Background: an optimization exercise with open tools, aiming at small area. Do not read the settings as production practice. In this exercise RTL edits were held to simulation tests only and were not proved equivalent to the original. No activity file was given, so power comes from the tool's default toggle rates.

// crtc6845
module crtc6845 (
    input             clk,
    input             rst,
    input             ce,
    input             bus_en,
    input             bus_rs,
    input             bus_rw,
    input      [7:0]  bus_din,
    input             lpstb,
    output     [7:0]  dout,
    output            de,
    output            hsync,
    output            vsync,
    output            cursor,
    output     [13:0] ma,
    output     [4:0]  ra,
    output            frame_start,
    output            geom_evt,
    output            geom_valid,
    output            upd_valid,
    output     [13:0] upd_addr,
    output            upd_strobe
);
Settings: LEC_CHECK=0, ABC_AREA=1, CAP_MARGIN=20, CORE_MARGIN=2, CORE_UTILIZATION=40, CTS_BUF_LIST=sky130_fd_sc_hd__clkbuf_8, CTS_CLUSTER_DIAMETER=60, CTS_CLUSTER_SIZE=12, GPL_TIMING_DRIVEN=0, PLACE_DENSITY=0.6, SLEW_MARGIN=20; clock period 15.0 ns.
standard.sh (not shown) runs the stock make flow with config.mk's settings and CLKGATE_MAP_FILE= SYNTH_SCRIPT=/design/flow/synth_recipe.tcl, a recipe that flattens the netlist after the stock synthesis.
==> flow/flow/run.sh <==
#!/bin/bash
# Own layout flow: the standard flow (standard.sh, ORFS scripts and
# settings) with these changes to how the layout is made:
#  - ABC maps the logic with an area-oriented script (&deepsyn, then dch +
#    amap twice) in place of ORFS's abc_area.script;
#  - no ADDER_MAP_FILE, so the ripple arithmetic of the RTL is left to ABC
#    instead of being extracted into fa/ha cells first;
#  - ports are buffered with sky130_fd_sc_hd__buf_1 (still one buffer per port);
#  - the clock tree uses clusters of 12 sinks under clkbuf_8 leaf buffers, a
#    clkbuf_4 root and no dummy loads.
# Each tool's output goes to its own log under orfs/logs; the make output
# goes to standard_flow.log in this folder.
set -euo pipefail
here=$(pwd)
mkdir -p "$here/scripts_mod"
cp -r "$FLOW_HOME/scripts/." "$here/scripts_mod/"
cp "$here/flow/abc_area.script" "$here/scripts_mod/abc_area.script"
cts="-sink_clustering_enable -repair_clock_nets -sink_clustering_size 12"
cts="$cts -sink_clustering_max_diameter 60 -buf_list sky130_fd_sc_hd__clkbuf_8"
cts="$cts -root_buf sky130_fd_sc_hd__clkbuf_4 -dont_use_dummy_load"
bash "$here/standard.sh" SCRIPTS_DIR="$here/scripts_mod" ADDER_MAP_FILE= \
    "BUFFER_PORTS_ARGS=-buffer_cell sky130_fd_sc_hd__buf_1" "CTS_ARGS=$cts" \
    finish > "$here/standard_flow.log" 2>&1
==> flow/flow/abc_area.script <==
strash
&get -n
&deepsyn -J 50 -T 300
&put
dch -f
amap
strash
dch -f
amap
topo
The baseline passed the timing, DRC and antenna checks.
Rerun with:
--- a/flow/design.v
+++ b/flow/design.v
@@ -107,40 +107,39 @@
     wire v_disp_ok = kd[7] || !lt({11'd0, r_vtotal_adj}, pd);
     wire [9:0] dh = add({8'd0, r_htotal}, {6'h3F, 2'b11, ~r_hsync_pos}, 1'b1) ^ 10'h200;
     wire [7:0] hd_m1 = add({8'd0, r_hdisp}, 16'hFFFF, 1'b0);
     wire g_ok = (r_hdisp != 8'd0) && !lt({8'd0, r_htotal}, {8'd0, hd_m1})
              && dh[9]
              && (r_vdisp != 7'd0) && v_disp_ok && v_son_ok;
     wire [4:0] hsw_old = (r_sync_width[3:0] == 4'd0) ? 5'd16 : {1'b0, r_sync_width[3:0]};
     wire [4:0] hsw_new = (bus_din[3:0] == 4'd0) ? 5'd16 : {1'b0, bus_din[3:0]};
     wire [4:0] vsw_old = (r_sync_width[7:4] == 4'd0) ? 5'd16 : {1'b0, r_sync_width[7:4]};
     wire [4:0] vsw_new = (bus_din[7:4] == 4'd0) ? 5'd16 : {1'b0, bus_din[7:4]};
-    wire sw_changed = ((bus_din[3:0] != r_sync_width[3:0])
-                       && (!lt({6'd0, dh}, {11'd0, hsw_old} | 16'h200) || !lt({6'd0, dh}, {11'd0, hsw_new} | 16'h200)))
-                   || ((bus_din[7:4] != r_sync_width[7:4])
-                       && (lt({11'd0, vsw_old} | 16'h40, {9'd0, vlim}) || lt({11'd0, vsw_new} | 16'h40, {9'd0, vlim})));
-    reg [7:0] fsel, fmask;
+    wire [4:0] hsw_min = lt(hsw_old, hsw_new) ? hsw_old : hsw_new;
+    wire [4:0] vsw_min = lt(vsw_old, vsw_new) ? vsw_old : vsw_new;
+    wire sw_changed = ((bus_din[3:0] != r_sync_width[3:0]) && !lt({6'd0, dh}, {11'd0, hsw_min} | 16'h200))
+                   || ((bus_din[7:4] != r_sync_width[7:4]) && lt({11'd0, vsw_min} | 16'h40, {9'd0, vlim}));
+    reg field_changed;
     always @* begin
-        fsel = 8'd0; fmask = 8'd0;
         case (al)
-            6'd0:    begin fsel = r_htotal;             fmask = 8'hFF; end
-            6'd1:    begin fsel = r_hdisp;              fmask = 8'hFF; end
-            6'd2:    begin fsel = r_hsync_pos;          fmask = 8'hFF; end
-            6'd4:    begin fsel = {1'b0, r_vtotal};     fmask = 8'h7F; end
-            6'd5:    begin fsel = {3'b0, r_vtotal_adj}; fmask = 8'h1F; end
-            6'd6:    begin fsel = {1'b0, r_vdisp};      fmask = 8'h7F; end
-            6'd7:    begin fsel = {1'b0, r_vsync_pos};  fmask = 8'h7F; end
-            6'd9:    begin fsel = {3'b0, r_max_ras};    fmask = 8'h1F; end
-            default: ;
+            6'd0:    field_changed = bus_din != r_htotal;
+            6'd1:    field_changed = bus_din != r_hdisp;
+            6'd2:    field_changed = bus_din != r_hsync_pos;
+            6'd3:    field_changed = sw_changed;
+            6'd4:    field_changed = bus_din[6:0] != r_vtotal;
+            6'd5:    field_changed = bus_din[4:0] != r_vtotal_adj;
+            6'd6:    field_changed = bus_din[6:0] != r_vdisp;
+            6'd7:    field_changed = bus_din[6:0] != r_vsync_pos;
+            6'd9:    field_changed = bus_din[4:0] != r_max_ras;
+            default: field_changed = 1'b0;
         endcase
     end
-    wire field_changed = (al == 6'd3) ? sw_changed : ((bus_din & fmask) != fsel);
     assign dout        = dout_q;
     assign de          = de_q;
     assign hsync       = hs_q;
     assign vsync       = vs_q;
     assign cursor      = cur_q;
     assign ma          = add({2'd0, line_addr}, {8'd0, cc}, 1'b0);
     assign ra          = ra_q;
     assign frame_start = frame_q;
     assign geom_evt    = restart_q && g_ok;
     assign geom_valid  = g_ok;
The changed run completed without violations.
Setup slack improved by 0.17 ns.
Clock power stays flat.
Final area rises by 1.2%.
Utilization falls by 0.34 points.
First-iteration DRC count falls by 5.7%.
Sequential share of layout area falls by 0.42 points.
Hold slack improved by 0.025 ns.
Final cell count rises by 0.98%.
Sequential power rises by about 1%.
Global-route usage rises by 0.55 points.

## static timing again, ports no longer ideal
How much do the figures lean on ideal ports? The routed layouts below were timed once more, with nothing changed but the port constraints.
Step 1, drivers: a clkbuf_16 drives clk and a buf_2 each remaining input, both assumed.
Step 2 adds t to the input delays and takes it off the output delays; t is the mean of the earliest and latest rising clock arrival at the registers after step 1. Input paths then give back, and output paths get back, about the clock's delay inside the block.
a / b / c = ideal ports / drivers / drivers and shift; a / b = the first two.
run	shift t [ns]	setup WS [ns]	hold WS [ns]
the first run	0.783	4.122 / 4.071 / 4.854	0.433 / 0.433 / 0.433
the second run	0.782	4.287 / 4.287 / 4.287	0.459 / 0.459 / 0.459
After both steps setup and hold are still met in every run listed.
